Source: an optimization exercise on an open RTL-to-GDS flow (aim: small area, a short achievable clock period and few clock cycles). Production flows keep margins and buffers that such runs may drop.
Only simulation tests tie the RTL to the original design; equivalence was not proved.
No activity file was given, so power comes from the tool's default toggle rates.

== job 4719 ==
// ndef_dec
module ndef_dec (
    input  wire        clk,
    input  wire        rst,           
    input  wire        req,
    input  wire [7:0]  op,
    input  wire [7:0]  arg,
    output wire        busy,
    output reg         done,
    output reg  [2:0]  res,
    output reg  [3:0]  cause,
    output reg         badtxt,
    output wire [15:0] tb_len,
    output wire [15:0] txt_off,
    output wire [15:0] txt_len,
    output wire [15:0] idx,
    input  wire [15:0] rd_addr,
    output wire [7:0]  rd_data
);
==> flow/config.mk <==
export PLATFORM = sky130hd
export DESIGN_NAME = ndef_dec
export DESIGN_NICKNAME = ndef_dec
export VERILOG_FILES = /design/flow/design.v
export SDC_FILE = /design/flow/constraint.sdc
export NUM_CORES = 4
export LEC_CHECK = 0
export CAP_MARGIN = 20
export CORE_MARGIN = 2
export CORE_UTILIZATION = 50
export CTS_CLUSTER_DIAMETER = 100
export CTS_CLUSTER_SIZE = 30
export SLEW_MARGIN = 20
==> flow/constraint.sdc <==
create_clock -name core_clock -period 10.0 [get_ports {clk}]
set_input_delay 2.0000 -clock core_clock [delete_from_list [all_inputs] [get_ports {clk}]]
set_output_delay 2.0000 -clock core_clock [all_outputs]
set_load 0.01 [all_outputs]
standard.sh (not shown) runs the stock make flow with config.mk's settings and CLKGATE_MAP_FILE= SYNTH_SCRIPT=/design/flow/synth_recipe.tcl, a recipe that flattens the netlist after the stock synthesis.
==> flow/flow/run.sh <==
#!/bin/bash
# The standard layout (standard.sh, with its unchanged synthesis), with
# more timing-repair effort: repair_timing aims for 6.0 ns of setup slack,
# ports are buffered with buf_2, and the resizer may change a cell's footprint.
bash standard.sh SETUP_SLACK_MARGIN=6.0 MATCH_CELL_FOOTPRINT=0 \
    "BUFFER_PORTS_ARGS=-buffer_cell sky130_fd_sc_hd__buf_2" finish > standard.log 2>&1
Testbench counts of job 4719, summed over its fixed seeds: cycles 15,689.
Inputs modified between job 4719 and job 6898:
- CTS_CLUSTER_DIAMETER changed from 100 to 90
- CORE_UTILIZATION changed from 50 to 60
- CTS_CLUSTER_SIZE changed from 30 to 28
### Flow results
Job 6898 completed; timing, DRC and antenna clean. Job 6898 vs job 4719: vertical die dimension down by a little under 10%. Compared with job 4719, in job 6898 data-path buffer share of cell area in the final layout held steady, wire length saw a decrease, first-pass detailed-route iteration total comparable. Combinational group share of total power: higher on job 4719. Diff job 6898..job 4719 | flip-flop and latch share of the layout cell area | negligible. Share of the clock period used by the worst path for job 6898 is higher than for job 4719. Diff job 4719..job 6898 | static power due to leakage | negligible. Job 4719 ended up with sky130_fd_sc_hd__mux2i_4 as its highest-delay cell along the critical path; job 6898 ended up with sky130_fd_sc_hd__buf_6. Cmp job 6898 vs job 4719: maximum number of pins on one net before global-route repair higher in job 6898. Diff job 6898..job 4719 | proportion of cell area occupied by multi-input gates | negligible.
--- input diff job 6898..job 6292 ---
- CTS_CLUSTER_SIZE changed from 28 to 24
- CORE_UTILIZATION changed from 60 to 50
- CTS_BUF_LIST newly set to sky130_fd_sc_hd__clkbuf_8 sky130_fd_sc_hd__clkbuf_16
Findings:
- Between job 6898 and job 6292, met2 global-route usage is higher for job 6898, job 6292 comes in under that.
- Job 6292 vs. job 6898: synthesized cell count roughly the same; clock buffer count higher.
- Job 6292 has highest attainable clock frequency above what job 6898 had.
- Data arrival time at the worst-slack endpoint: job 6292 lower than job 6898
- Lower starting DRC count in detailed routing goes to job 6292 over job 6898.
- Job 6292: routed length on met2 3000 um above job 6898
- Going from job 6898 to job 6292, the global-route wire length before repair was found to have gone up by 6.4%.
- Taking job 6898 as the reference point, the met3 track demand over resource of job 6292 falls by 1.5 points.

Setup of run Z:
Starting RTL as in the previous note.
Design ndef_dec, start of the top module:
module ndef_dec (
    input  wire        clk,
    input  wire        rst,           
    input  wire        req,
    input  wire [7:0]  op,
    input  wire [7:0]  arg,
    output wire        busy,
    output reg         done,
    output reg  [2:0]  res,
    output reg  [3:0]  cause,
    output reg         badtxt,
    output wire [15:0] tb_len,
    output wire [15:0] txt_off,
    output wire [15:0] txt_len,
    output wire [15:0] idx,
    input  wire [15:0] rd_addr,
    output wire [7:0]  rd_data
);
    localparam CAP = 128;
    localparam [7:0] OP_DEC   = 8'h30;
    localparam [7:0] OP_TBCLR = 8'h40;
    localparam [7:0] OP_TBAPP = 8'h41;
    localparam [2:0] R_OK        = 3'd1;
    localparam [2:0] R_FOUND     = 3'd4;
    localparam [2:0] R_NOT_FOUND = 3'd5;
    localparam [2:0] R_REFUSED   = 3'd6;
    localparam [3:0] C_NONE       = 4'd0;
    localparam [3:0] C_CAP        = 4'd5;
    localparam [3:0] C_END        = 4'd7;
    localparam [3:0] C_TERMINATOR = 4'd8;
  ...
==> flow/config.mk <==
export PLATFORM = sky130hd
export DESIGN_NAME = ndef_dec
export DESIGN_NICKNAME = ndef_dec
export VERILOG_FILES = /design/flow/design.v
export SDC_FILE = /design/flow/constraint.sdc
export NUM_CORES = 4
export LEC_CHECK = 0
export CAP_MARGIN = 20
export CORE_MARGIN = 2
export CORE_UTILIZATION = 50
export CTS_CLUSTER_DIAMETER = 100
export CTS_CLUSTER_SIZE = 30
export SLEW_MARGIN = 20
==> flow/constraint.sdc <==
create_clock -name core_clock -period 10.0 [get_ports {clk}]
set_input_delay 2.0000 -clock core_clock [delete_from_list [all_inputs] [get_ports {clk}]]
set_output_delay 2.0000 -clock core_clock [all_outputs]
set_load 0.01 [all_outputs]
==> flow/flow/run.sh <==
#!/bin/bash
# The standard layout (standard.sh, with its unchanged synthesis), with
# more timing-repair effort: repair_timing aims for 6.25 ns of setup slack,
# ports are buffered with buf_2, and the resizer may change a cell's footprint.
bash standard.sh SETUP_SLACK_MARGIN=6.25 MATCH_CELL_FOOTPRINT=0 \
    "BUFFER_PORTS_ARGS=-buffer_cell sky130_fd_sc_hd__buf_2" finish > standard.log 2>&1
The final layout from run Z, which completed every stage, passed the timing, design-rule and antenna checks at the end of the flow.
Testbench counts of run Z, summed over its fixed seeds: cycles 15,689.
What run B does differently from run Z at the input level:
==> flow/flow/run.sh <==
#!/bin/bash
# The standard layout (standard.sh, with its unchanged synthesis), with
# more timing-repair effort: repair_timing aims for 6.5 ns of setup slack,
# ports are buffered with buf_2, and the resizer may change a cell's footprint.
bash standard.sh SETUP_SLACK_MARGIN=6.5 MATCH_CELL_FOOTPRINT=0 \
    "BUFFER_PORTS_ARGS=-buffer_cell sky130_fd_sc_hd__buf_2" finish > standard.log 2>&1
diff --git a/flow/config.mk b/flow/config.mk
--- a/flow/config.mk
+++ b/flow/config.mk
@@ -10,4 +10,4 @@
 export CORE_UTILIZATION = 50
-export CTS_CLUSTER_DIAMETER = 100
-export CTS_CLUSTER_SIZE = 30
+export CTS_CLUSTER_DIAMETER = 90
+export CTS_CLUSTER_SIZE = 24
 export SLEW_MARGIN = 20
[summary]
Looking at worst setup slack across both flows, run B is the stronger of the two, with run Z trailing. Compare run Z and run B | area growth from synthesis to layout lower: run Z. Min final-layout clock buffer total across run Z and run B: run Z. Against run Z, setup slack on the worst flop-to-flop path in run B came out better. Looking at via count, run B sits 2.9% above run Z. Routed wire in run B totals more than in run Z.

separate check: timing with driven ports:
No port has a modelled driver above. Below, the same layouts with a new extraction and two added sets of constraints. Step 1 sets driving cells, clkbuf_16 on the clock port and buf_2 on the other inputs (assumed; they add their load-dependent delay and slew). Step 2, shift: input delay + t, output delay - t, t = (earliest + latest rising clock arrival at the registers) / 2. This alone moves slack from input paths to output paths. Slacks: no drivers / after step 1 / after step 2; pairs: no drivers / after step 1.
run | shift t [ns] | setup WS [ns] | worst setup path after step 2 | slew at the worst register clock pin (ns) | pins driven straight from the clock port
job 4719 | 0.694 | 6.050 / 6.022 / 5.403 | input to register | 0.12 / 0.12 | 1
job 6898 | 0.697 | 5.992 / 6.037 / 5.340 | input to register | 0.11 / 0.11 | 1
job 6292 | 0.725 | 6.057 / 6.106 / 5.381 | input to register | 0.11 / 0.11 | 1
run Z | 0.698 | 6.132 / 6.163 / 5.466 | input to register | 0.12 / 0.12 | 1
run B | 0.716 | 6.136 / 6.159 / 5.443 | input to register | 0.10 / 0.10 | 1
After both steps every run listed still meets setup and hold. For run B, which loses most, drivers alone change the setup slack by +0.023 ns; drivers and shift together by -0.693 ns.
